This is an optimization exercise on Yosys and OpenROAD, whose aim is small area, a short achievable clock period and few clock cycles, not a production implementation.
The RTL was checked by simulation tests, not by an equivalence proof against the original design.
Power is estimated from default activity; no workload was simulated.

==> job 3483 <==
==> flow/design.v (excerpt) <==
module b58_codec (
  input  wire       clk,
  input  wire       rst,
  input  wire       cmd_valid,
  output wire       cmd_ready,
  input  wire       cmd_dec,
  input  wire [5:0] cmd_len,
  input  wire [5:0] cmd_cap,
  input  wire       in_valid,
  output wire       in_ready,
  input  wire [7:0] in_data,
  output reg        out_valid,
  output reg  [7:0] out_data,
  output reg        rsp_valid,
  output reg  [1:0] rsp_code,
  output reg  [5:0] rsp_val
);
  localparam [2:0] S_IDLE = 3'd0,
                   S_LOAD = 3'd1,
                   S_CHK1 = 3'd2,
                   S_CHK2 = 3'd3,
                   S_CHK3 = 3'd6,
                   S_OUT  = 3'd4,
                   S_RSP  = 3'd5;
  reg  [2:0]   state;
  reg          cmd_rdy_q;
  reg          in_rdy_q;
  reg          dec;
  reg  [5:0]   len;
  reg  [5:0]   cap;
  reg  [5:0]   cnt;         
  reg  [5:0]   zcnt;        
  reg          zrun;
  reg          bad;
  reg  [5:0]   bad_idx;
  ...
export LEC_CHECK = 0
export CAP_MARGIN = 20
export CORE_MARGIN = 2
export CORE_UTILIZATION = 40
export SLEW_MARGIN = 20
create_clock -name core_clock -period 12.0 [get_ports {clk}]
run.sh (not shown) runs the stock make flow with config.mk's settings and CLKGATE_MAP_FILE= SYNTH_SCRIPT=/design/flow/synth_recipe.tcl, a recipe that flattens the netlist after the stock synthesis.
==> job 335: changes against job 3483 <==
--- a/flow/design.v
+++ b/flow/design.v
@@ -153,60 +153,59 @@
   output reg        rsp_valid,
   output reg  [1:0] rsp_code,
   output reg  [5:0] rsp_val
 );
   localparam [2:0] S_IDLE = 3'd0,
                    S_LOAD = 3'd1,
                    S_CHK1 = 3'd2,
                    S_CHK2 = 3'd3,
-                   S_CHK3 = 3'd6,
-                   S_OUT  = 3'd4,
-                   S_RSP  = 3'd5;
+                   S_CHK3 = 3'd4,
+                   S_OUT  = 3'd5,
+                   S_RSP  = 3'd6;
   reg  [2:0]   state;
   reg          cmd_rdy_q;
   reg          in_rdy_q;
   reg          dec;
   reg  [5:0]   len;
   reg  [5:0]   cap;
   reg  [5:0]   cnt;         
   reg  [5:0]   zcnt;        
   reg          zrun;
   reg          bad;
   reg  [5:0]   bad_idx;
   reg  [7:0]   ibuf;        
   reg          bfull;
   reg  [1:0]   pass;        
-  reg  [5:0]   sel;         
+  reg  [5:0]   wsel;        
+  reg  [5:0]   actm;        
   reg  [5:0]   creg;        
   reg  [287:0] num;
+  reg  [5:0]   osel;        
   reg  [5:0]   ocnt;        
   reg  [5:0]   zleft;       
   reg  [2:0]   opos;        
-  reg  [6:0]   tot_r;       
+  reg  [7:0]   sym;         
+  reg  [5:0]   base1;       
+  reg  [6:0]   capz;        
+  reg  [5:0]   sz_r;        
   reg  [1:0]   code_r;
   reg  [5:0]   val_r;
   assign cmd_ready = cmd_rdy_q;
   assign in_ready  = in_rdy_q;
   wire take_cmd = cmd_valid & cmd_rdy_q;
   wire take_in  = in_valid & in_rdy_q;
-  reg [47:0] rwin;
-  integer i;
-  always @(*) begin
-    rwin = 48'd0;
-    for (i = 0; i < 6; i = i + 1)
-      rwin = rwin | (num[48*i +: 48] & {48{sel[i]}});
-  end
   wire       c_ok;
   wire [5:0] c_dig;
   b58_char2digit u_c2d (.char(ibuf), .valid(c_ok), .digit(c_dig));
-  wire [5:0]  d_cin = sel[0] ? c_dig : creg;
-  wire [53:0] d_a   = {rwin, d_cin};
-  wire [53:0] d_b   = ~{3'd0, rwin, 3'd0};
-  wire [53:0] d_c   = {5'd0, rwin, 1'b1};
+  wire [47:0] dwin  = num[47:0];
+  wire [5:0]  d_cin = wsel[0] ? c_dig : creg;
+  wire [53:0] d_a   = {dwin, d_cin};
+  wire [53:0] d_b   = ~{3'd0, dwin, 3'd0};
+  wire [53:0] d_c   = {5'd0, dwin, 1'b1};
   wire [53:0] d_s   = d_a ^ d_b ^ d_c;
   wire [53:0] d_y   = {(d_a[52:0] & d_b[52:0]) | (d_a[52:0] & d_c[52:0]) | (d_b[52:0] & d_c[52:0]), 1'b0};
   wire [53:0] d_sum = d_s + d_y;
   wire [47:0] d_out  = d_sum[47:0];
   wire [5:0]  d_cout = d_sum[53:48];
   wire [1:0] e_bits = (pass == 2'd0) ? ibuf[7:6] : (pass == 2'd1) ? ibuf[5:4] :
                       (pass == 2'd2) ? ibuf[3:2] : ibuf[1:0];
   reg  [263:0] e_t;
@@ -232,81 +231,100 @@
                          ed[0] ^ ege,
                          ec};
       end
     end
   end
   wire proc      = (state == S_LOAD) & bfull;
   wire e_proc    = proc & ~dec;
   wire d_proc    = proc & dec;
-  reg  [5:0] nz;
+  reg  [5:0] up;            
+  reg        pend;
   integer n;
-  always @(*)
-    for (n = 0; n < 6; n = n + 1)
-      nz[n] = |num[48*n +: 48];
-  wire [5:0] above = {1'b0, nz[5], |nz[5:4], |nz[5:3], |nz[5:2], |nz[5:1]};
-  wire top       = |(sel & ~above);
-  wire first     = dec ? sel[0] : (pass == 2'd0);
+  always @(*) begin
+    up   = {actm[4:0], 1'b0};
+    pend = 1'b0;
+    for (n = 1; n < 6; n = n + 1)
+      if (up[n] && num[48*n +: 6] != 6'd0) pend = 1'b1;
+  end
+  wire [5:0] acte  = (wsel[0] & pend) ? up : actm;      
+  wire       top   = |(wsel & acte);
+  wire [5:0] shl = {1'b0, acte[5], |acte[5:4], |acte[5:3], |acte[5:2], |acte[5:1]};
+  wire [5:0] upe = {acte[4:0], 1'b0};
+  wire first     = dec ? wsel[0] : (pass == 2'd0);
   wire byte_done = proc & (dec ? top : (pass == 2'd3));
   wire all_done  = byte_done & (cnt == len);
   wire ext_maybe = |(num[47:42]);
   wire       bfull_n = take_in | (bfull & ~byte_done);
   wire [5:0] cnt_n   = cnt + {5'd0, take_in};
   reg        last_n;
   always @(*) begin
     if (!dec)
-      last_n = proc ? (pass == 2'd2) : 1'b0;      
+      last_n = proc ? (pass == 2'd2) : 1'b0;       
     else if (proc && !top)
-      last_n = |(sel[4:0] & above[4:0] & ~above[5:1]);   
+      last_n = |({wsel[4:0], 1'b0} & acte);        
+    else if (proc)
+      last_n = acte[0] & ~ext_maybe;               
     else
-      last_n = ~above[0] & ~(proc & ext_maybe);   
+      last_n = actm[0] & ~pend;
   end
   reg [5:0] tsel;             
   integer k;
   always @(*) begin
     tsel = 6'd1;
     for (k = 1; k < 6; k = k + 1)
-      if (nz[k]) tsel = 6'd1 << k;
+      if (|num[48*k +: 48]) tsel = 6'd1 << k;
+  end
+  reg [47:0] rwin;
+  always @(*) begin
+    rwin = 48'd0;
+    for (k = 0; k < 6; k = k + 1)
+      rwin = rwin | (num[48*k +: 48] & {48{osel[k]}});
   end
   reg  [2:0] hi_e, hi_d;
   reg        nz_e;
   always @(*) begin
     hi_e = 3'd0; nz_e = 1'b0;
     for (k = 0; k < 8; k = k + 1)
       if (rwin[6*k +: 6] != 6'd0) begin hi_e = k; nz_e = 1'b1; end
     hi_d = 3'd0;
     for (k = 0; k < 6; k = k + 1)
       if (rwin[8*k +: 8] != 8'd0) hi_d = k;
   end
-  reg [2:0] sidx;
+  reg [2:0] tidx;
   always @(*) begin
-    sidx = 3'd0;
+    tidx = 3'd0;
     for (k = 0; k < 6; k = k + 1)
-      if (sel[k]) sidx = k;
+      if (tsel[k]) tidx = k;
   end
-  wire [6:0] ndig  = nz_e ? ({1'b0, sidx, 3'd0} + {4'd0, hi_e} + 7'd1) : 7'd0;
-  wire [6:0] nbyt  = {2'b0, sidx, 2'd0} + {3'b0, sidx, 1'd0} + {4'd0, hi_d} + 7'd1;
   wire [5:0] dec_z = (zcnt == len) ? len - 6'd1 : zcnt;
-  wire [6:0] tot   = dec ? ({1'b0, dec_z} + nbyt) : ({1'b0, zcnt} + ndig);
+  wire [5:0] zz    = dec ? dec_z : zcnt;
+  wire [5:0] sz    = (dec | nz_e) ? base1 + {3'd0, (dec ? hi_d : hi_e)} : 6'd0;
+  wire [6:0] tot   = {1'b0, zz} + {1'b0, sz_r};
+  wire       over  = capz[6] | ({1'b0, sz_r} > capz);      
   wire [5:0] o_dig = rwin[6*opos +: 6];
   wire [7:0] o_byt = rwin[8*opos +: 8];
   wire [7:0] o_chr;
-  b58_digit2char u_d2c (.digit(o_dig), .char(o_chr));
+  b58_digit2char u_d2c (.digit(sym[5:0]), .char(o_chr));
   wire clr = take_cmd;
   integer b;
   always @(posedge clk) begin
     for (b = 0; b < 6; b = b + 1) begin
       if (clr)
         num[48*b +: 48] <= 48'd0;
       else if (e_proc) begin
         if (b < 5) num[48*b +: 48] <= e_t[48*b +: 48];
         else       num[240 +: 24]  <= e_t[240 +: 24];
       end else if (d_proc) begin
-        if (sel[b]) num[48*b +: 48] <= d_out;
-        if (b > 0 && top && sel[b-1]) num[48*b +: 6] <= d_cout;
+        if (acte[b])
+          num[48*b +: 48] <= d_out;
+        else if (shl[b])
+          num[48*b +: 48] <= num[48*(b+1) +: 48];
+        else if (top && upe[b])
+          num[48*b +: 6] <= d_cout;      
       end
     end
     if (d_proc && !top) creg <= d_cout;
     if (take_in) ibuf <= in_data;
   end
   always @(posedge clk) begin
     out_valid <= 1'b0;
     rsp_valid <= 1'b0;
@@ -321,18 +339,19 @@
       case (state)
         S_IDLE: cmd_rdy_q <= 1'b1;
         S_LOAD: begin
           bfull <= bfull_n;
           cnt   <= cnt_n;
           if (proc) begin
             pass <= pass + 2'd1;
             if (dec) begin
-              if (top) sel <= 6'd1;
-              else     sel <= {sel[4:0], 1'b0};
+              actm <= acte;
+              if (top) wsel <= 6'd1;
+              else     wsel <= {wsel[4:0], 1'b0};
             end
           end
           if (proc && first) begin
             if (!dec) begin
               if (zrun && ibuf == 8'd0) zcnt <= zcnt + 6'd1;
               else zrun <= 1'b0;
             end else begin
               if (!c_ok && !bad) begin
@@ -344,55 +363,63 @@
             end
           end
           if (all_done)
             state <= S_CHK1;
           else
             in_rdy_q <= (cnt_n != len) & (~bfull_n | last_n);
         end
         S_CHK1: begin
-          sel   <= tsel;
+          osel  <= tsel;
+          base1 <= dec ? {tidx, 2'b00} + {1'b0, tidx, 1'b0} + 6'd1 : {tidx, 3'b001};
+          capz  <= {1'b0, cap} - {1'b0, zz};
           state <= S_CHK2;
         end
         S_CHK2: begin
+          sz_r  <= sz;
           opos  <= dec ? hi_d : hi_e;
-          zleft <= dec ? dec_z : zcnt;
-          tot_r <= tot;
           state <= S_CHK3;
         end
         S_CHK3: begin
-          begin
-            ocnt  <= tot_r[5:0];
-            val_r <= tot_r[5:0];
-            if (dec && bad) begin
-              code_r    <= 2'd1;
-              val_r     <= bad_idx;
-              state     <= S_RSP;
-              cmd_rdy_q <= 1'b1;
-            end else if (tot_r > {1'b0, cap}) begin
-              code_r    <= 2'd2;
-              state     <= S_RSP;
-              cmd_rdy_q <= 1'b1;
-            end else begin
-              code_r    <= 2'd0;
-              state     <= S_OUT;
-              cmd_rdy_q <= (tot_r == 7'd1);
-            end
+          zleft <= zz;
+          ocnt  <= tot[5:0];
+          val_r <= tot[5:0];
+          sym   <= dec ? o_byt : {2'b00, o_dig};
+          if (opos == 3'd0) begin
+            opos <= dec ? 3'd5 : 3'd7;
+            osel <= {1'b0, osel[5:1]};
+          end else begin
+            opos <= opos - 3'd1;
+          end
+          if (dec && bad) begin
+            code_r    <= 2'd1;
+            val_r     <= bad_idx;
+            state     <= S_RSP;
+            cmd_rdy_q <= 1'b1;
+          end else if (over) begin
+            code_r    <= 2'd2;
+            state     <= S_RSP;
+            cmd_rdy_q <= 1'b1;
+          end else begin
+            code_r    <= 2'd0;
+            state     <= S_OUT;
+            cmd_rdy_q <= ((zz == 6'd0) && (sz_r == 6'd1)) || ((zz == 6'd1) && (sz_r == 6'd0));
           end
         end
         S_OUT: begin
           out_valid <= 1'b1;
           if (zleft != 6'd0) begin
             out_data <= dec ? 8'h00 : 8'h31;
             zleft    <= zleft - 6'd1;
           end else begin
-            out_data <= dec ? o_byt : o_chr;
+            out_data <= dec ? sym : o_chr;
+            sym <= dec ? o_byt : {2'b00, o_dig};
             if (opos == 3'd0) begin
               opos <= dec ? 3'd5 : 3'd7;
-              sel  <= {1'b0, sel[5:1]};
+              osel <= {1'b0, osel[5:1]};
             end else begin
               opos <= opos - 3'd1;
             end
           end
           ocnt <= ocnt - 6'd1;
           cmd_rdy_q <= (ocnt == 6'd2);
           if (ocnt == 6'd1) begin
             rsp_valid <= 1'b1;
@@ -415,17 +442,18 @@
         dec       <= cmd_dec;
         len       <= cmd_len;
         cap       <= cmd_cap;
         cnt       <= 6'd0;
         zcnt      <= 6'd0;
         zrun      <= 1'b1;
         bad       <= 1'b0;
         bfull     <= 1'b0;
-        sel       <= 6'd1;
+        wsel      <= 6'd1;
+        actm      <= 6'd1;
         pass      <= 2'd0;
         cmd_rdy_q <= 1'b0;
         if (cmd_len == 6'd0) begin
           code_r    <= 2'd0;
           val_r     <= 6'd0;
           state     <= S_RSP;
           cmd_rdy_q <= 1'b1;
         end else begin
ABC_AREA = 1   (was default)
==> summary of the runs <==
Job 335 ran to the end with no violations. Job 3483 passed the timing, DRC and antenna checks. Of job 335 and job 3483, job 335 has the higher via count (gap 9.8%, measured against job 3483). In job 335 the sequential power is larger than in job 3483, by 18%. In job 335 the clock-buffer cell count is higher than in job 3483, by 2. Between job 3483 and job 335, the lower synthesized cell count is in job 3483 (gap 19%, measured against job 335).
==> figures <==
Area taken by flip-flops and latches: job 335 10200 um^2; job 3483 9100 um^2
Clock-pin slew of the registers on the worst-case setup and hold paths: job 335 0.06 ns; job 3483 0.07 ns
Worst setup path start: job 335 wsel[0]$_SDFFCE_PP1P_; job 3483 sel[4]$_SDFFCE_PP0P_
Required time of the worst setup path: job 335 12.57 ns; job 3483 12.58 ns
Clock Power: job 335 1.94 mW; job 3483 1.65 mW
Worst reg2reg path depth: job 335 15; job 3483 18
Sum of met3 wire segment lengths after detailed routing: job 335 18.3 mm; job 3483 18.5 mm
Outcome: job 335 complete, no violations; job 3483 complete, no violations
Parity-gate share of the synthesized area counting xor and xnor cells: job 335 4.17%; job 3483 6.50%
Largest stage delay, worst path: job 335 0.90 ns; job 3483 0.60 ns
Testbench counts of job 3483, summed over its fixed seeds: cycles 40,705.
Testbench counts of job 335, summed over its fixed seeds: cycles 40,705.


==> branch raven: inputs <==
Another version of the RTL of b58_codec (not shown whole).
==> flow/config.mk <==
export PLATFORM = sky130hd
export DESIGN_NAME = b58_codec
export DESIGN_NICKNAME = b58_codec
export VERILOG_FILES = /design/flow/design.v
export SDC_FILE = /design/flow/constraint.sdc
export NUM_CORES = 4
export LEC_CHECK = 0
export ABC_AREA = 1
export CAP_MARGIN = 20
export CORE_MARGIN = 2
export CORE_UTILIZATION = 40
export SLEW_MARGIN = 20
==> flow/constraint.sdc <==
create_clock -name core_clock -period 12.0 [get_ports {clk}]
set_input_delay 2.4000 -clock core_clock [delete_from_list [all_inputs] [get_ports {clk}]]
set_output_delay 2.4000 -clock core_clock [all_outputs]
set_load 0.01 [all_outputs]
==> branch quartz (differences from branch raven) <==
--- a/flow/design.v
+++ b/flow/design.v
@@ -151,23 +151,20 @@
   output reg        out_valid,
   output reg  [7:0] out_data,
   output reg        rsp_valid,
   output reg  [1:0] rsp_code,
   output reg  [5:0] rsp_val
 );
-  localparam [1:0] S_IDLE = 2'd0,
-                   S_LOAD = 2'd1,
-                   S_DONE = 2'd2;
-  localparam [2:0] O_IDLE = 3'd0,
-                   O_CHK1 = 3'd1,
-                   O_CHK2 = 3'd2,
-                   O_CHK3 = 3'd3,
-                   O_OUT  = 3'd4,
-                   O_RSP  = 3'd5;
-  reg  [1:0]   state;
-  reg  [2:0]   ostate;
+  localparam [2:0] S_IDLE = 3'd0,
+                   S_LOAD = 3'd1,
+                   S_CHK1 = 3'd2,
+                   S_CHK2 = 3'd3,
+                   S_CHK3 = 3'd4,
+                   S_OUT  = 3'd5,
+                   S_RSP  = 3'd6;
+  reg  [2:0]   state;
   reg          cmd_rdy_q;
   reg          in_rdy_q;
   reg          bfull;
   reg          dec;
   reg  [5:0]   len;
   reg  [5:0]   cap;
@@ -179,20 +176,12 @@
   reg  [7:0]   ibuf;        
   reg  [1:0]   pass;        
   reg  [5:0]   wsel;        
   reg  [5:0]   actm;        
   reg  [5:0]   creg;        
   reg  [287:0] num;
-  reg          empty;       
-  reg  [263:0] obuf;
-  reg          o_dec;
-  reg  [5:0]   o_zz;
-  reg  [5:0]   o_cap;
-  reg          o_bad;
-  reg  [5:0]   o_bad_idx;
-  reg          o_empty;
   reg  [5:0]   osel;        
   reg  [5:0]   ocnt;        
   reg  [5:0]   zleft;       
   reg  [2:0]   opos;        
   reg  [7:0]   sym;         
   reg  [5:0]   base1;       
@@ -271,32 +260,25 @@
       last_n = |({wsel[4:0], 1'b0} & actm);        
     else if (proc)
       last_n = actm[0] & ~ext_maybe;               
     else
       last_n = actm[0];
   end
-  wire [47:0] oslot [0:5];
-  generate
-    for (g = 0; g < 5; g = g + 1) begin : osl
-      assign oslot[g] = obuf[48*g +: 48];
-    end
-  endgenerate
-  assign oslot[5] = {24'd0, obuf[263:240]};
   reg [5:0] tsel;             
   reg [2:0] tidx;
   integer k;
   always @(*) begin
     tsel = 6'd1; tidx = 3'd0;
     for (k = 1; k < 6; k = k + 1)
-      if (|oslot[k]) begin tsel = 6'd1 << k; tidx = k; end
+      if (|slot[k]) begin tsel = 6'd1 << k; tidx = k; end
   end
   reg [47:0] rwin;
   always @(*) begin
     rwin = 48'd0;
     for (k = 0; k < 6; k = k + 1)
-      rwin = rwin | (oslot[k] & {48{osel[k]}});
+      rwin = rwin | (slot[k] & {48{osel[k]}});
   end
   reg  [2:0] hi_e, hi_d;
   reg        nz_e;
   always @(*) begin
     hi_e = 3'd0; nz_e = 1'b0;
     for (k = 0; k < 8; k = k + 1)
@@ -304,22 +286,19 @@
     hi_d = 3'd0;
     for (k = 0; k < 6; k = k + 1)
       if (rwin[8*k +: 8] != 8'd0) hi_d = k;
   end
   wire [5:0] dec_z = (zcnt == len) ? len - 6'd1 : zcnt;
   wire [5:0] zz    = dec ? dec_z : zcnt;
-  wire [5:0] sz    = (o_dec | nz_e) ? base1 + {3'd0, (o_dec ? hi_d : hi_e)} : 6'd0;
-  wire [6:0] tot   = {1'b0, o_zz} + {1'b0, sz_r};
+  wire [5:0] sz    = (dec | nz_e) ? base1 + {3'd0, (dec ? hi_d : hi_e)} : 6'd0;
+  wire [6:0] tot   = {1'b0, zz} + {1'b0, sz_r};
   wire       over  = capz[6] | ({1'b0, sz_r} > capz);      
   wire [5:0] o_dig = rwin[6*opos +: 6];
   wire [7:0] o_byt = rwin[8*opos +: 8];
   wire [7:0] o_chr;
   b58_digit2char u_d2c (.digit(sym[5:0]), .char(o_chr));
-  wire ofree   = (ostate == O_IDLE) | (ostate == O_RSP) | ((ostate == O_OUT) & (ocnt == 6'd1));
-  wire fin     = (state == S_DONE);
-  wire handoff = fin & ofree;
   wire clr = take_cmd;
   integer b;
   always @(posedge clk) begin
     for (b = 0; b < 6; b = b + 1) begin
       if (clr) begin
         num[48*b +: 48] <= 48'd0;
@@ -360,144 +339,133 @@
         end
         if (zrun && c_ok && c_dig == 6'd0) zcnt <= zcnt + 6'd1;
         else zrun <= 1'b0;
       end
     end
     if (state == S_LOAD) cnt <= cnt_n;
-    case (ostate)
-      O_CHK1: begin
+    case (state)
+      S_CHK1: begin
         osel  <= tsel;
-        base1 <= o_dec ? {tidx, 2'b00} + {1'b0, tidx, 1'b0} + 6'd1 : {tidx, 3'b001};
-        capz  <= {1'b0, o_cap} - {1'b0, o_zz};
+        base1 <= dec ? {tidx, 2'b00} + {1'b0, tidx, 1'b0} + 6'd1 : {tidx, 3'b001};
+        capz  <= {1'b0, cap} - {1'b0, zz};
       end
-      O_CHK2: begin
+      S_CHK2: begin
         sz_r <= sz;
-        opos <= o_dec ? hi_d : hi_e;
+        opos <= dec ? hi_d : hi_e;
       end
-      O_CHK3: begin
-        zleft <= o_zz;
+      S_CHK3: begin
+        zleft <= zz;
         ocnt  <= tot[5:0];
         val_r <= tot[5:0];
-        sym   <= o_dec ? o_byt : {2'b00, o_dig};
+        sym   <= dec ? o_byt : {2'b00, o_dig};
         if (opos == 3'd0) begin
-          opos <= o_dec ? 3'd5 : 3'd7;
+          opos <= dec ? 3'd5 : 3'd7;
           osel <= {1'b0, osel[5:1]};
         end else begin
           opos <= opos - 3'd1;
         end
-        if (o_bad) begin
+        if (dec && bad) begin
           code_r <= 2'd1;
-          val_r  <= o_bad_idx;
+          val_r  <= bad_idx;
         end else if (over)
           code_r <= 2'd2;
         else
           code_r <= 2'd0;
       end
-      O_OUT: begin
+      S_OUT: begin
         if (zleft != 6'd0) begin
-          out_data <= o_dec ? 8'h00 : 8'h31;
+          out_data <= dec ? 8'h00 : 8'h31;
           zleft    <= zleft - 6'd1;
         end else begin
-          out_data <= o_dec ? sym : o_chr;
-          sym <= o_dec ? o_byt : {2'b00, o_dig};
+          out_data <= dec ? sym : o_chr;
+          sym <= dec ? o_byt : {2'b00, o_dig};
           if (opos == 3'd0) begin
-            opos <= o_dec ? 3'd5 : 3'd7;
+            opos <= dec ? 3'd5 : 3'd7;
             osel <= {1'b0, osel[5:1]};
           end else begin
             opos <= opos - 3'd1;
           end
         end
         ocnt <= ocnt - 6'd1;
       end
       default: ;
     endcase
     rsp_code <= code_r;
     rsp_val  <= val_r;
-    if (handoff) begin
-      obuf      <= num[263:0];
-      o_dec     <= dec;
-      o_zz      <= zz;
-      o_cap     <= cap;
-      o_bad     <= dec & bad;
-      o_bad_idx <= bad_idx;
-      o_empty   <= empty;
-      code_r    <= 2'd0;
-      val_r     <= 6'd0;
-    end
     if (take_cmd) begin
-      empty <= (cmd_len == 6'd0);
       dec  <= cmd_dec;
       len  <= cmd_len;
       cap  <= cmd_cap;
       cnt  <= 6'd0;
       zcnt <= 6'd0;
       zrun <= 1'b1;
       bad  <= 1'b0;
       wsel <= 6'd1;
       actm <= 6'd1;
       pass <= 2'd0;
+      if (cmd_len == 6'd0) begin
+        code_r <= 2'd0;
+        val_r  <= 6'd0;
+      end
     end
   end
   always @(posedge clk) begin
     out_valid <= 1'b0;
     rsp_valid <= 1'b0;
     if (rst) begin
       state     <= S_IDLE;
-      ostate    <= O_IDLE;
       cmd_rdy_q <= 1'b1;
       in_rdy_q  <= 1'b0;
       bfull     <= 1'b0;
     end else begin
       cmd_rdy_q <= 1'b0;
       in_rdy_q  <= 1'b0;
       case (state)
-        S_IDLE: begin
-          cmd_rdy_q <= 1'b1;
-          if (take_cmd) begin
-            bfull     <= 1'b0;
-            cmd_rdy_q <= 1'b0;
-            if (cmd_len == 6'd0) begin
-              state <= S_DONE;
-            end else begin
-              state    <= S_LOAD;
-              in_rdy_q <= 1'b1;
-            end
-          end
-        end
+        S_IDLE: cmd_rdy_q <= 1'b1;
         S_LOAD: begin
           bfull <= bfull_n;
           if (all_done)
-            state <= S_DONE;
+            state <= S_CHK1;
           else
             in_rdy_q <= (cnt_n != len) & (~bfull_n | last_n);
         end
-        S_DONE: if (handoff) state <= S_IDLE;
-        default: state <= S_IDLE;
-      endcase
-      if (handoff) cmd_rdy_q <= 1'b1;
-      case (ostate)
-        O_CHK1: ostate <= O_CHK2;
-        O_CHK2: ostate <= O_CHK3;
-        O_CHK3: begin
-          if (o_bad || over)
-            ostate <= O_RSP;
-          else
-            ostate <= O_OUT;
+        S_CHK1: state <= S_CHK2;
+        S_CHK2: state <= S_CHK3;
+        S_CHK3: begin
+          if ((dec && bad) || over) begin
+            state     <= S_RSP;
+            cmd_rdy_q <= 1'b1;
+          end else begin
+            state     <= S_OUT;
+            cmd_rdy_q <= ((zz == 6'd0) && (sz_r == 6'd1)) || ((zz == 6'd1) && (sz_r == 6'd0));
+          end
         end
-        O_OUT: begin
+        S_OUT: begin
           out_valid <= 1'b1;
+          cmd_rdy_q <= (ocnt == 6'd2);
           if (ocnt == 6'd1) begin
             rsp_valid <= 1'b1;
-            ostate    <= O_IDLE;
+            state     <= S_IDLE;
+            cmd_rdy_q <= 1'b1;
           end
         end
-        O_RSP: begin
+        S_RSP: begin
           rsp_valid <= 1'b1;
-          ostate    <= O_IDLE;
+          state     <= S_IDLE;
+          cmd_rdy_q <= 1'b1;
         end
-        default: ostate <= O_IDLE;
+        default: state <= S_IDLE;
       endcase
-      if (handoff)
-        ostate <= empty ? O_RSP : O_CHK1;
+      if (take_cmd) begin
+        bfull     <= 1'b0;
+        cmd_rdy_q <= 1'b0;
+        if (cmd_len == 6'd0) begin
+          state     <= S_RSP;
+          cmd_rdy_q <= 1'b1;
+        end else begin
+          state    <= S_LOAD;
+          in_rdy_q <= 1'b1;
+        end
+      end
     end
   end
 endmodule
==> branch maple (differences from branch raven) <==
--- a/flow/design.v
+++ b/flow/design.v
@@ -177,22 +177,22 @@
   reg          bad;
   reg  [5:0]   bad_idx;
   reg  [7:0]   ibuf;        
   reg  [1:0]   pass;        
   reg  [5:0]   wsel;        
   reg  [5:0]   actm;        
-  reg  [5:0]   creg;        
+  reg  [5:0]   cin_r;       
+  reg          clr;         
   reg  [287:0] num;
   reg          empty;       
   reg  [263:0] obuf;
   reg          o_dec;
   reg  [5:0]   o_zz;
   reg  [5:0]   o_cap;
   reg          o_bad;
   reg  [5:0]   o_bad_idx;
-  reg          o_empty;
   reg  [5:0]   osel;        
   reg  [5:0]   ocnt;        
   reg  [5:0]   zleft;       
   reg  [2:0]   opos;        
   reg  [7:0]   sym;         
   reg  [5:0]   base1;       
@@ -211,14 +211,17 @@
       assign slot[g] = num[48*g +: 48];
     end
   endgenerate
   wire       c_ok;
   wire [5:0] c_dig;
   b58_char2digit u_c2d (.char(ibuf), .valid(c_ok), .digit(c_dig));
+  wire       i_ok;
+  wire [5:0] i_dig;
+  b58_char2digit u_i2d (.char(in_data), .valid(i_ok), .digit(i_dig));
   wire [47:0] dwin  = slot[0];
-  wire [5:0]  d_cin = wsel[0] ? c_dig : creg;
+  wire [5:0]  d_cin = cin_r;
   wire [53:0] d_a   = {dwin, d_cin};
   wire [53:0] d_b   = ~{3'd0, dwin, 3'd0};
   wire [53:0] d_c   = {5'd0, dwin, 1'b1};
   wire [53:0] d_s   = d_a ^ d_b ^ d_c;
   wire [53:0] d_y   = {(d_a[52:0] & d_b[52:0]) | (d_a[52:0] & d_c[52:0]) | (d_b[52:0] & d_c[52:0]), 1'b0};
   wire [53:0] d_sum = d_s + d_y;
@@ -260,12 +263,14 @@
   wire       ext_maybe = |(dwin[47:42]);
   wire first     = dec ? wsel[0] : (pass == 2'd0);
   wire byte_done = proc & (dec ? top : (pass == 2'd3));
   wire all_done  = byte_done & (cnt == len);
   wire       bfull_n = take_in | (bfull & ~byte_done);
   wire [5:0] cnt_n   = cnt + {5'd0, take_in};
+  wire [5:0] cnt_p1  = cnt + 6'd1;
+  wire       more_n  = take_in ? (cnt_p1 != len) : (cnt != len);
   reg        last_n;
   always @(*) begin
     if (!dec)
       last_n = proc & (pass == 2'd2);              
     else if (proc && !top)
       last_n = |({wsel[4:0], 1'b0} & actm);        
@@ -312,39 +317,50 @@
   wire       over  = capz[6] | ({1'b0, sz_r} > capz);      
   wire [5:0] o_dig = rwin[6*opos +: 6];
   wire [7:0] o_byt = rwin[8*opos +: 8];
   wire [7:0] o_chr;
   b58_digit2char u_d2c (.digit(sym[5:0]), .char(o_chr));
   wire ofree   = (ostate == O_IDLE) | (ostate == O_RSP) | ((ostate == O_OUT) & (ocnt == 6'd1));
-  wire fin     = (state == S_DONE);
-  wire handoff = fin & ofree;
-  wire clr = take_cmd;
+  wire handoff = (state == S_DONE) & ofree;
+  reg  [47:0] oth [0:5];
+  reg  [5:0]  oen;
   integer b;
-  always @(posedge clk) begin
+  always @(*) begin
     for (b = 0; b < 6; b = b + 1) begin
+      oth[b] = num[48*b +: 48];
+      oen[b] = 1'b0;
       if (clr) begin
-        num[48*b +: 48] <= 48'd0;
-      end else if (e_proc) begin
+        oth[b] = 48'd0; oen[b] = 1'b1;
+      end else if (d_proc && shl[b]) begin
+        oth[b] = (b < 5) ? num[48*(b+1) +: 48] : 48'd0; oen[b] = 1'b1;
+      end
+    end
+  end
+  always @(posedge clk) begin
+    for (b = 0; b < 6; b = b + 1) begin
+      if (e_proc && !clr) begin
         if (b < 5) num[48*b +: 48] <= e_t[48*b +: 48];
         else       num[240 +: 24]  <= e_t[240 +: 24];
-      end else if (d_proc) begin
-        if (actm[b])
-          num[48*b +: 48] <= d_out;
-        else if (shl[b]) begin
-          if (b < 5) num[48*b +: 48] <= num[48*(b+1) +: 48];
-        end else if (top && upm[b])
-          num[48*b +: 6] <= d_cout;      
-      end
+      end else if (d_proc && !clr && actm[b])
+        num[48*b +: 48] <= d_out;
+      else if (d_proc && !clr && top && upm[b])
+        num[48*b +: 6] <= d_cout;        
+      else if (oen[b])
+        num[48*b +: 48] <= oth[b];
     end
   end
   always @(posedge clk) begin
     if (take_in) ibuf <= in_data;
+    clr <= take_cmd;
+    if (take_in)
+      cin_r <= i_dig;
+    else if (d_proc && !top)
+      cin_r <= d_cout;
     if (proc) begin
       pass <= pass + 2'd1;
       if (dec) begin
-        if (!top) creg <= d_cout;
         if (top) begin
           wsel <= 6'd1;
           if (ext_maybe && !actm[5]) actm <= upm;
         end else
           wsel <= {wsel[4:0], 1'b0};
       end
@@ -359,13 +375,13 @@
           bad_idx <= cnt - 6'd1;
         end
         if (zrun && c_ok && c_dig == 6'd0) zcnt <= zcnt + 6'd1;
         else zrun <= 1'b0;
       end
     end
-    if (state == S_LOAD) cnt <= cnt_n;
+    if (take_in) cnt <= cnt_p1;
     case (ostate)
       O_CHK1: begin
         osel  <= tsel;
         base1 <= o_dec ? {tidx, 2'b00} + {1'b0, tidx, 1'b0} + 6'd1 : {tidx, 3'b001};
         capz  <= {1'b0, o_cap} - {1'b0, o_zz};
       end
@@ -416,13 +432,12 @@
       obuf      <= num[263:0];
       o_dec     <= dec;
       o_zz      <= zz;
       o_cap     <= cap;
       o_bad     <= dec & bad;
       o_bad_idx <= bad_idx;
-      o_empty   <= empty;
       code_r    <= 2'd0;
       val_r     <= 6'd0;
     end
     if (take_cmd) begin
       empty <= (cmd_len == 6'd0);
       dec  <= cmd_dec;
@@ -465,13 +480,13 @@
         end
         S_LOAD: begin
           bfull <= bfull_n;
           if (all_done)
             state <= S_DONE;
           else
-            in_rdy_q <= (cnt_n != len) & (~bfull_n | last_n);
+            in_rdy_q <= more_n & (~bfull_n | last_n);
         end
         S_DONE: if (handoff) state <= S_IDLE;
         default: state <= S_IDLE;
       endcase
       if (handoff) cmd_rdy_q <= 1'b1;
       case (ostate)
==> qor summary <==
Count of non-CTS inverters in the layout: branch quartz 919; branch maple 763; branch raven 966
Part of the power in the clock network: branch quartz 29.1%; branch maple 30.9%; branch raven 31.5%
Proportion of final cell area spent on non-clock buffers: branch quartz 2.039%; branch maple 1.569%; branch raven 1.746%
Type of the setup path with the least slack: branch quartz primary input to flip-flop; branch maple primary input to flip-flop; branch raven flip-flop to flip-flop
Slack of the critical path: branch quartz 6.726 ns; branch maple 6.915 ns; branch raven 6.870 ns
Maximum fanout count along the critical path: branch quartz 78; branch maple 28; branch raven 101
Net count after synthesis: branch quartz 6804; branch maple 6247; branch raven 7188
Run status: branch quartz complete, no violations; branch maple complete, no violations; branch raven complete, no violations
Number of global-route vias before repair: branch quartz 40.77k; branch maple 39.45k; branch raven 44.30k
Proportion of synthesized area in mux cells: branch quartz 0.02505%; branch maple 0%; branch raven 0%
Overall track demand over capacity in global routing: branch quartz 32.39%; branch maple 27.83%; branch raven 29.23%
Worst Min Path Start: branch quartz val_r[5]; branch maple val_r[0]; branch raven code_r[0]
Xor and xnor fraction of the mapped netlist area: branch quartz 3.879%; branch maple 3.430%; branch raven 3.092%
M1 wire length: branch quartz 73040 microns; branch maple 73870 microns; branch raven 82040 microns
Num CTS Buffers: branch quartz 54; branch maple 83; branch raven 87
Testbench counts of branch raven, summed over its fixed seeds: cycles 31,667.
Testbench counts of branch quartz, summed over its fixed seeds: cycles 40,712.
Testbench counts of branch maple, summed over its fixed seeds: cycles 31,667.

==> re-timing with driven ports <==
How much do the figures lean on ideal ports? The routed layouts below were timed once more, with nothing changed but the port constraints.
Step 1, drivers: a clkbuf_16 drives clk and a buf_2 each remaining input, both assumed.
Step 2 adds t to the input delays and takes it off the output delays; t is the mean of the earliest and latest rising clock arrival at the registers after step 1. Input paths then give back, and output paths get back, about the clock's delay inside the block.
a / b / c = ideal / step 1 / step 2; a / b = the first two.
run | shift t [ns] | setup slack, ns | latest minus earliest clock arrival (ns) | worst slew at a driven data input, ns
job 3483 | 0.723 | 5.651 / 5.651 / 5.651 | 0.031 / 0.032 | 0.04
job 335 | 0.750 | 6.451 / 6.451 / 5.771 | 0.018 / 0.019 | 0.05
branch raven | 0.784 | 6.870 / 6.870 / 6.293 | 0.038 / 0.038 | 0.03
branch quartz | 0.730 | 6.726 / 6.774 / 6.043 | 0.029 / 0.029 | 0.03
branch maple | 0.731 | 6.915 / 6.967 / 6.236 | 0.046 / 0.046 | 0.04
After both steps every run listed still meets setup and hold. For branch quartz, which loses most, drivers alone change the setup slack by +0.048 ns; drivers and shift together by -0.683 ns.
